This is an optimization exercise on Yosys and OpenROAD, whose aim is small area, not a production implementation.
In this exercise RTL edits were held to simulation tests only and were not proved equivalent to the original.

==> flow/design.v (outline; a module is shown in full before it is edited, if it fits) <==
// module tgb_cos_rom: 75 lines
// module tgb_chan_trial: 1117 lines
// module tgb_fa: 4 lines
// module tgb_ha: 4 lines
module tgb_chan_trial (
    input  wire               clk,
    input  wire               rst,         
    input  wire               scheme,      
    input  wire [3:0]         sps,         
    input  wire [7:0]         phase_inc,   
    input  wire [7:0]         sigma,       
    input  wire               start,       
    input  wire               s_valid,
    input  wire [1:0]         sym_i,       
    input  wire [1:0]         sym_q,       
    input  wire signed [9:0]  noise,       
    output reg                r_valid,
    output wire signed [25:0] r_stat_i,
    output wire signed [25:0] r_stat_q,
    output wire               r_dec_i,     
    output wire               r_dec_q,
    output wire [15:0]        r_errs
);
  // ...
==> flow/run.sh <==
#!/bin/bash
# synth_recipe.tcl (not shown) runs the flow's synth.tcl, then flattens the netlist and writes it again
# the make line also repeats each setting of config.mk as NAME=value (left out here)
make -C /OpenROAD-flow-scripts/flow DESIGN_CONFIG=/design/flow/config.mk WORK_HOME=/design/flow/orfs CLKGATE_MAP_FILE= SYNTH_SCRIPT=/design/flow/synth_recipe.tcl finish
==> flow/config.mk <==
export PLATFORM = sky130hd
export DESIGN_NAME = tgb_chan_trial
export DESIGN_NICKNAME = tgb_chan_trial
export VERILOG_FILES = /design/flow/design.v
export SDC_FILE = /design/flow/constraint.sdc
export NUM_CORES = 4
export LEC_CHECK = 0
export CAP_MARGIN = 20
export CORE_MARGIN = 2
export CORE_UTILIZATION = 65
export SLEW_MARGIN = 20
export SYNTH_HIERARCHICAL = 1
export SYNTH_MINIMUM_KEEP_SIZE = 0
==> flow/constraint.sdc <==
create_clock -name core_clock -period 30.0 [get_ports {clk}]
set_input_delay 6.0000 -clock core_clock [delete_from_list [all_inputs] [get_ports {clk}]]
set_output_delay 6.0000 -clock core_clock [all_outputs]
set_load 0.01 [all_outputs]
==> impl_metrics.yaml, run 1 <==
finish:
  num-multi-input-gates: 1304
  multi_input_area_share_pct: 77.03
  final_layout_size_suffix_gt1_share_pct: 6.975
run_status:
  status: "no timing/DRC/antenna violations"
job:
  drv_cap: 0
synthesis:
  seq_area_frac_synth_pct: 10.28
  yosys_warnings: 8
  synth_area_leaders: "fa_1 (33%), dfxtp_1 (10%), ha_1 (7.8%)"
  synth_xor_area_share_pct: 9.102
  yosysUniqueCellTypes: 76
  synthesis.area_mm2: 0.01597
hold_path:
  hp-class: "reg2reg"
global_route:
  busiest_layer: "met2"
floorplan:
  rows: 57
  coreArea_mm2: 0.02425
  taps: 324
  die_y_um: 160.8
setup_path:
  worst-path-stages: 54
  cp_slowest_stage_delay_ns: 0.94
  rrSetupSlack_ns: 10.72
  reg2reg_to: "acc_i[24]"
detailed_routing:
  drt-total-wl_um: 39770
  met1_length_um: 17310
  via_count: 11970
  highest_layer: "met4"
  wire_per_inst_um: 20.46
cts:
  cts_buffers: 9
  worstSkewPairLatency_ns: 0.36
timing:
  finalCriticalPeriod_ns: 23.83
  rsz0062_at_grt: "no"
place:
  routabilityCongestion: 0.9135
==> module tgb_cos_rom, before the edit <==
module tgb_cos_rom (
    input  wire [5:0] f,
    output reg  [8:0] a,
    output reg  [8:0] b
);
    always @(*) begin
        case (f)
            6'd0: begin a = 9'd511; b = 9'd0; end
            6'd1: begin a = 9'd511; b = 9'd13; end
            6'd2: begin a = 9'd510; b = 9'd25; end
            6'd3: begin a = 9'd510; b = 9'd38; end
            6'd4: begin a = 9'd509; b = 9'd50; end
            6'd5: begin a = 9'd507; b = 9'd63; end
            6'd6: begin a = 9'd505; b = 9'd75; end
            6'd7: begin a = 9'd503; b = 9'd87; end
            6'd8: begin a = 9'd501; b = 9'd100; end
            6'd9: begin a = 9'd499; b = 9'd112; end
            6'd10: begin a = 9'd496; b = 9'd124; end
            6'd11: begin a = 9'd492; b = 9'd136; end
            6'd12: begin a = 9'd489; b = 9'd148; end
            6'd13: begin a = 9'd485; b = 9'd160; end
            6'd14: begin a = 9'd481; b = 9'd172; end
            6'd15: begin a = 9'd477; b = 9'd184; end
            6'd16: begin a = 9'd472; b = 9'd196; end
            6'd17: begin a = 9'd467; b = 9'd207; end
            6'd18: begin a = 9'd462; b = 9'd218; end
            6'd19: begin a = 9'd456; b = 9'd230; end
            6'd20: begin a = 9'd451; b = 9'd241; end
            6'd21: begin a = 9'd445; b = 9'd252; end
            6'd22: begin a = 9'd438; b = 9'd263; end
            6'd23: begin a = 9'd432; b = 9'd273; end
            6'd24: begin a = 9'd425; b = 9'd284; end
            6'd25: begin a = 9'd418; b = 9'd294; end
            6'd26: begin a = 9'd410; b = 9'd304; end
            6'd27: begin a = 9'd403; b = 9'd314; end
            6'd28: begin a = 9'd395; b = 9'd324; end
            6'd29: begin a = 9'd387; b = 9'd334; end
            6'd30: begin a = 9'd379; b = 9'd343; end
            6'd31: begin a = 9'd370; b = 9'd352; end
            6'd32: begin a = 9'd361; b = 9'd361; end
            6'd33: begin a = 9'd352; b = 9'd370; end
            6'd34: begin a = 9'd343; b = 9'd379; end
            6'd35: begin a = 9'd334; b = 9'd387; end
            6'd36: begin a = 9'd324; b = 9'd395; end
            6'd37: begin a = 9'd314; b = 9'd403; end
            6'd38: begin a = 9'd304; b = 9'd410; end
            6'd39: begin a = 9'd294; b = 9'd418; end
            6'd40: begin a = 9'd284; b = 9'd425; end
            6'd41: begin a = 9'd273; b = 9'd432; end
            6'd42: begin a = 9'd263; b = 9'd438; end
            6'd43: begin a = 9'd252; b = 9'd445; end
            6'd44: begin a = 9'd241; b = 9'd451; end
            6'd45: begin a = 9'd230; b = 9'd456; end
            6'd46: begin a = 9'd218; b = 9'd462; end
            6'd47: begin a = 9'd207; b = 9'd467; end
            6'd48: begin a = 9'd196; b = 9'd472; end
            6'd49: begin a = 9'd184; b = 9'd477; end
            6'd50: begin a = 9'd172; b = 9'd481; end
            6'd51: begin a = 9'd160; b = 9'd485; end
            6'd52: begin a = 9'd148; b = 9'd489; end
            6'd53: begin a = 9'd136; b = 9'd492; end
            6'd54: begin a = 9'd124; b = 9'd496; end
            6'd55: begin a = 9'd112; b = 9'd499; end
            6'd56: begin a = 9'd100; b = 9'd501; end
            6'd57: begin a = 9'd87; b = 9'd503; end
            6'd58: begin a = 9'd75; b = 9'd505; end
            6'd59: begin a = 9'd63; b = 9'd507; end
            6'd60: begin a = 9'd50; b = 9'd509; end
            6'd61: begin a = 9'd38; b = 9'd510; end
            6'd62: begin a = 9'd25; b = 9'd510; end
            6'd63: begin a = 9'd13; b = 9'd511; end
            default: begin a = 9'd0; b = 9'd0; end
        endcase
    end
endmodule
==> inputs of run 2 (changes only) <==
--- a/flow/design.v
+++ b/flow/design.v
@@ -1,15 +1,15 @@
 module tgb_cos_rom (
-    input  wire [5:0] f,
+    input  wire [5:0] g,
     output reg  [8:0] a,
     output reg  [8:0] b
 );
     always @(*) begin
-        case (f)
+        case (g)
             6'd0: begin a = 9'd511; b = 9'd0; end
             6'd1: begin a = 9'd511; b = 9'd13; end
             6'd2: begin a = 9'd510; b = 9'd25; end
             6'd3: begin a = 9'd510; b = 9'd38; end
             6'd4: begin a = 9'd509; b = 9'd50; end
             6'd5: begin a = 9'd507; b = 9'd63; end
             6'd6: begin a = 9'd505; b = 9'd75; end
             6'd7: begin a = 9'd503; b = 9'd87; end
@@ -33,47 +33,16 @@
             6'd25: begin a = 9'd418; b = 9'd294; end
             6'd26: begin a = 9'd410; b = 9'd304; end
             6'd27: begin a = 9'd403; b = 9'd314; end
             6'd28: begin a = 9'd395; b = 9'd324; end
             6'd29: begin a = 9'd387; b = 9'd334; end
             6'd30: begin a = 9'd379; b = 9'd343; end
             6'd31: begin a = 9'd370; b = 9'd352; end
             6'd32: begin a = 9'd361; b = 9'd361; end
-            6'd33: begin a = 9'd352; b = 9'd370; end
-            6'd34: begin a = 9'd343; b = 9'd379; end
-            6'd35: begin a = 9'd334; b = 9'd387; end
-            6'd36: begin a = 9'd324; b = 9'd395; end
-            6'd37: begin a = 9'd314; b = 9'd403; end
-            6'd38: begin a = 9'd304; b = 9'd410; end
-            6'd39: begin a = 9'd294; b = 9'd418; end
-            6'd40: begin a = 9'd284; b = 9'd425; end
-            6'd41: begin a = 9'd273; b = 9'd432; end
-            6'd42: begin a = 9'd263; b = 9'd438; end
-            6'd43: begin a = 9'd252; b = 9'd445; end
-            6'd44: begin a = 9'd241; b = 9'd451; end
-            6'd45: begin a = 9'd230; b = 9'd456; end
-            6'd46: begin a = 9'd218; b = 9'd462; end
-            6'd47: begin a = 9'd207; b = 9'd467; end
-            6'd48: begin a = 9'd196; b = 9'd472; end
-            6'd49: begin a = 9'd184; b = 9'd477; end
-            6'd50: begin a = 9'd172; b = 9'd481; end
-            6'd51: begin a = 9'd160; b = 9'd485; end
-            6'd52: begin a = 9'd148; b = 9'd489; end
-            6'd53: begin a = 9'd136; b = 9'd492; end
-            6'd54: begin a = 9'd124; b = 9'd496; end
-            6'd55: begin a = 9'd112; b = 9'd499; end
-            6'd56: begin a = 9'd100; b = 9'd501; end
-            6'd57: begin a = 9'd87; b = 9'd503; end
-            6'd58: begin a = 9'd75; b = 9'd505; end
-            6'd59: begin a = 9'd63; b = 9'd507; end
-            6'd60: begin a = 9'd50; b = 9'd509; end
-            6'd61: begin a = 9'd38; b = 9'd510; end
-            6'd62: begin a = 9'd25; b = 9'd510; end
-            6'd63: begin a = 9'd13; b = 9'd511; end
             default: begin a = 9'd0; b = 9'd0; end
         endcase
     end
 endmodule
 module tgb_chan_trial (
     input  wire               clk,
     input  wire               rst,         
     input  wire               scheme,      
@@ -133,22 +102,24 @@
     wire t24, t25;
     tgb_fa u_t24 (.a(t8), .b(t9), .c(t23), .s(t24), .co(t25));
     wire t26, t27;
     tgb_fa u_t26 (.a(t10), .b(t11), .c(t25), .s(t26), .co(t27));
     wire t28, t29;
     tgb_fa u_t28 (.a(t12), .b(t13), .c(t27), .s(t28), .co(t29));
     wire t30 = t14 ^ t15 ^ t29;
     wire [7:0] phase_n = {t30, t28, t26, t24, t22, t20, t18, t16};
+    wire [5:0] g  = phase[5] ? (6'd0 - phase[5:0]) : phase[5:0];
+    wire       sw = phase[6] ^ phase[5];
     wire [8:0] qa, qb;
-    tgb_cos_rom u_rom (.f(phase[5:0]), .a(qa), .b(qb));
-    wire [8:0] cm = (phase[6] ? qb : qa) | {9{start}};    
-    wire [8:0] sm = (phase[6] ? qa : qb) & {9{~start}};   
-    wire cs = (phase[6] ^ phase[7]) & ~start;             
-    wire ss = phase[7] & ~start;                          
+    tgb_cos_rom u_rom (.g(g), .a(qa), .b(qb));
+    wire [8:0] cm = (sw ? qb : qa) | {9{start}};      
+    wire [8:0] sm = (sw ? qa : qb) & {9{~start}};     
+    wire cs = (phase[6] ^ phase[7]) & ~start;         
+    wire ss = phase[7] & ~start;                      
     wire xo = sym_i[0];
     wire xt = sym_i[1] & ~sym_i[0];
     wire xn = sym_i[1] ^ cs;
     wire yo = scheme & sym_q[0];
     wire yt = scheme & sym_q[1] & ~sym_q[0];
     wire yn = scheme & (sym_q[1] ^ ss);
     wire t31 = ((xo & cm[0])) ^ xn;
     wire t32 = ((xo & cm[1]) | (xt & cm[0])) ^ xn;
==> flow/flow/run.sh (new file) <==
#!/bin/bash
# The standard layout, with the port buffers that placement inserts taken as
# the smallest buffer (sky130_fd_sc_hd__buf_1); the resizer still upsizes any
# that timing or slew needs. Each step's full output stays in orfs/logs/;
# make's own output goes to make.log.
set -euo pipefail
bash standard.sh 'BUFFER_PORTS_ARGS=-buffer_cell sky130_fd_sc_hd__buf_1' finish > make.log 2>&1
==> flow/standard.sh (new file) <==
#!/bin/bash
# synth_recipe.tcl (not shown) runs the flow's synth.tcl, then flattens the netlist and writes it again
# the make line also repeats each setting of config.mk as NAME=value (left out here)
make -C /OpenROAD-flow-scripts/flow DESIGN_CONFIG=/design/flow/config.mk WORK_HOME=/design/flow/orfs CLKGATE_MAP_FILE= SYNTH_SCRIPT=/design/flow/synth_recipe.tcl "${@:-finish}"
removed: flow/run.sh
==> impl_metrics.yaml, run 2 <==
detailed_routing:
  drcViolationCount: 0
  wire_per_inst_um: 19.30
  drt-total-wl_um: 34410
  ant_nets: 0
  drtIter0Drc: 775
  via_count: 10820
  dr.pass1.iters: 6
  viasPerCell: 6.066
timing:
  finalHoldViolCount: 0
  finalCriticalPeriod_ns: 23.82
  fin_skew_ns: 0.01171
  fin_setup_tns_ns: 0
  worst_pin_slew_ns: 0.8901
  finalSetupViolations: 0
  rsz0062_at_grt: "no"
  slew_violations: 0
  fmax_ghz: 0.04197
  fin_crit_sh_pct: 79.41
  slew_headroom_pct: 40.23
finish:
  fin_cells: 1783
  final_util_pct: 68.92
  final_layout_size_suffix_gt1_share_pct: 6.142
  mostFrequentLayoutCell: "fa_1"
  top_regs: "acc_i x25, acc_q x25, errs x16"
  fin_nets: 1894
  final_area_mm2: 0.01556
  areaGrowthSynthToFinish_pct: 4.531
  n_antenna_cell: 0
  final_cell_mix: "fa_1 (267), and2_1 (162), a22oi_1 (113)"
setup_path:
  path_common_cell: "fa_1"
  worst-endpoint-arrival_ns: 24.07
  crit_buf_inv: 5
  worstPathRequired_ns: 30.25
  slowest_stage: "and2_1"
  worstReg2RegStart: "phase[0]"
  start_kind: "input port"
  end_kind: "register"
  critPathKind: "in2reg"
  rrSetupSlack_ns: 10.47
  r2r_cells: 60
  cp_top_family: "adder cells"
  cp_slowest_stage_delay_ns: 0.71
  reg2reg_to: "acc_i[24]"
  cp_max_fo: 42
synthesis:
  yosysUniqueCellTypes: 68
  synth_edf_count: 0
  synth_area_leaders: "fa_1 (36%), dfxtp_1 (11%), ha_1 (8.0%)"
  yosys_warnings: 8
  ys_ff_latch: 82
  async_flop_share_pct: 0
  synth_commonest_cells: "fa_1 (267), and2_1 (162), a22oi_1 (113), xor2_1 (96), ha_1 (95)"
  synthesis.area_mm2: 0.01488
  avgSynthCellArea_um2: 10.20
  synth_fp_nets: 1860
  synthCells: 1459
  yosysTopAreaCell: "fa_1"
  yosysMostFrequentCell: "fa_1"
  seq_area_frac_synth_pct: 11.03
  synth_top_cell_area_share_pct: 35.91
  synth_top_flop_cell: "dfxtp_1"
floorplan:
  initial_core_util_pct: 65.94
  rows: 55
  die_w_um: 155.3
  coreArea_mm2: 0.02257
  die_y_um: 155.3
  dieArea_mm2: 0.02412
  io_pins: 110
place:
  routabilityCongestion: 0.8831
  place_area_mm2: 0.01525
  place_inst: 1767
  portBuffers: 109
  dpl.hpwl_um: 26710
global_route:
  grt_max_degree: 51
  grt.overflow.total: 0
  grt_usage_pct: 30.23
  antenna_found_initial: 0
  grt_pass1_wl_um: 57550
  grt_pass1_vias: 11100
cts:
  worstSkewPairLatency_ns: 0.35
  cts_buffers: 9
  clkSinkCount: 82
  htreeDepth: 3
  cts_tree: "done"
  post_cts_buffers: 0
  cts-root-buf: "clkbuf_16"
  postCtsHoldBufs: 0
  clk_pin_slew_ns: 0.07
  cts_resized: 0
  clockBufferDepth: 2
hold_path:
  hold_path_startpoint: "acc_q[24]"
  min_to: "acc_q[24]"
  hp-class: "reg2reg"
  worstHoldPathCells: 2
job:
  drv_cap: 0
run_status:
  status: "no timing/DRC/antenna violations"
## run 2: cell types whose count changed after synthesis, sizes merged, moves of 14 or more
| cell | before | now |
|---|---|---|
| xor2 | 39 | 97 |
| xnor2 | 127 | 71 |
| nor2 | 82 | 61 |
| buf | 76 | 58 |
| nand2b | 24 | 6 |
| a211oi | 17 | 3 |
## run 2: metrics by stage
stage / worst slack [ns] / hold WS (ns)
after floorplan: 7.876 / 0.5421
after global routing: 5.355 / 0.6097
after global placement: 6.313 / 0.5621
final: 6.176 / 0.5857
after detailed placement: 5.837 / 0.5690
after CTS: 6.252 / 0.5890
## run 2: how the worst max path moves through the flow
stage	to	from	cells past startpoint	slack, ns
2_1_floorplan	acc_q[24]	start	53	7.88
3_3_place_gp	acc_i[24]	start	53	6.31
3_5_place_dp	acc_i[24]	start	53	5.84
4_1_cts	acc_i[24]	start	53	6.25
5_1_grt	acc_i[24]	start	53	5.36
6_report	acc_i[24]	start	53	6.18
## run 2: worst register-to-register path, delay by kind of cell (launching register included)
kind,cells,cell delay (ns)
and+or+nand+nor,4,1.41
xor gates and xnor gates,4,0.65
buffers and inverters,5,0.58
adders and majority gates,41,14.73
AOI/OAI and AO/OA,3,0.50
DFF,1,0.60
muxes,3,0.95
## run 2: logic make-up (layout without fill, tap and decap cells)
group                      Yosys count  count (layout)  share of synthesized area, %
adders and majority gates          362             362                         43.90
and+or+nand+nor                    362             362                         13.51
xor gates and xnor gates           168             168                         10.52
DFF                                 82              82                         11.03
buffers and inverters              201             240                         6.566
muxes                               40              40                         3.136
AOI/OAI and AO/OA                  244             244                         11.34
## run 2: final cells by class
class                           instances  area, µm²
Clock buffer                            9      225.2
Clock inverter                          7      73.82
Fill cell                            1812       7014
Inverter                               84      315.3
Multi-Input combinational cell       1176      12300
Sequential cell                        82       1642
Tap cell                              285      356.6
Timing Repair Buffer                  140      643.1
## run 2: metal layers
layer  routed length (µm)  vias up  global-route usage, %  share of wire [%]
met2                16580      376                  49.40                 48
li1                     -     4893                      -                  -
met5                    0        -                      0                  0
met3                 1717       71                  3.315                5.0
met4                  872        0                  8.825                2.5
met1                15240     5476                  43.17                 44
## run 2: Yosys stat by module (local to each module, per instance)
module	flops+latches	area, µm²	cells inside	times used
tgb_fa	0	20.02	1	267
tgb_ha	0	12.51	1	53
tgb_chan_trial	82	7998	1011	1
tgb_cos_rom	0	877.1	128	1

what the ideal ports hide:
How much do the figures lean on ideal ports? The routed layouts below were timed once more, with nothing changed but the port constraints. Step 1 sets driving cells, clkbuf_16 on the clock port and buf_2 on the other inputs (assumed; they add their load-dependent delay and slew). Step 2 also shifts input and output timing later by t, the mid clock arrival at the registers, as if the neighbouring blocks saw the same clock. Three values: ideal, step 1, step 2; two values: the first two.
run	t (ns)	setup WS [ns]	worst setup path at the end	worst register clock-pin slew, ns
run 1	0.398	6.174 / 6.170 / 5.771	input to register	0.08 / 0.08
run 2	0.390	6.176 / 6.184 / 5.795	input to register	0.08 / 0.08
After both steps setup and hold are still met in every run listed. For run 1, which loses most, drivers alone change the setup slack by -0.004 ns; drivers and shift together by -0.403 ns.
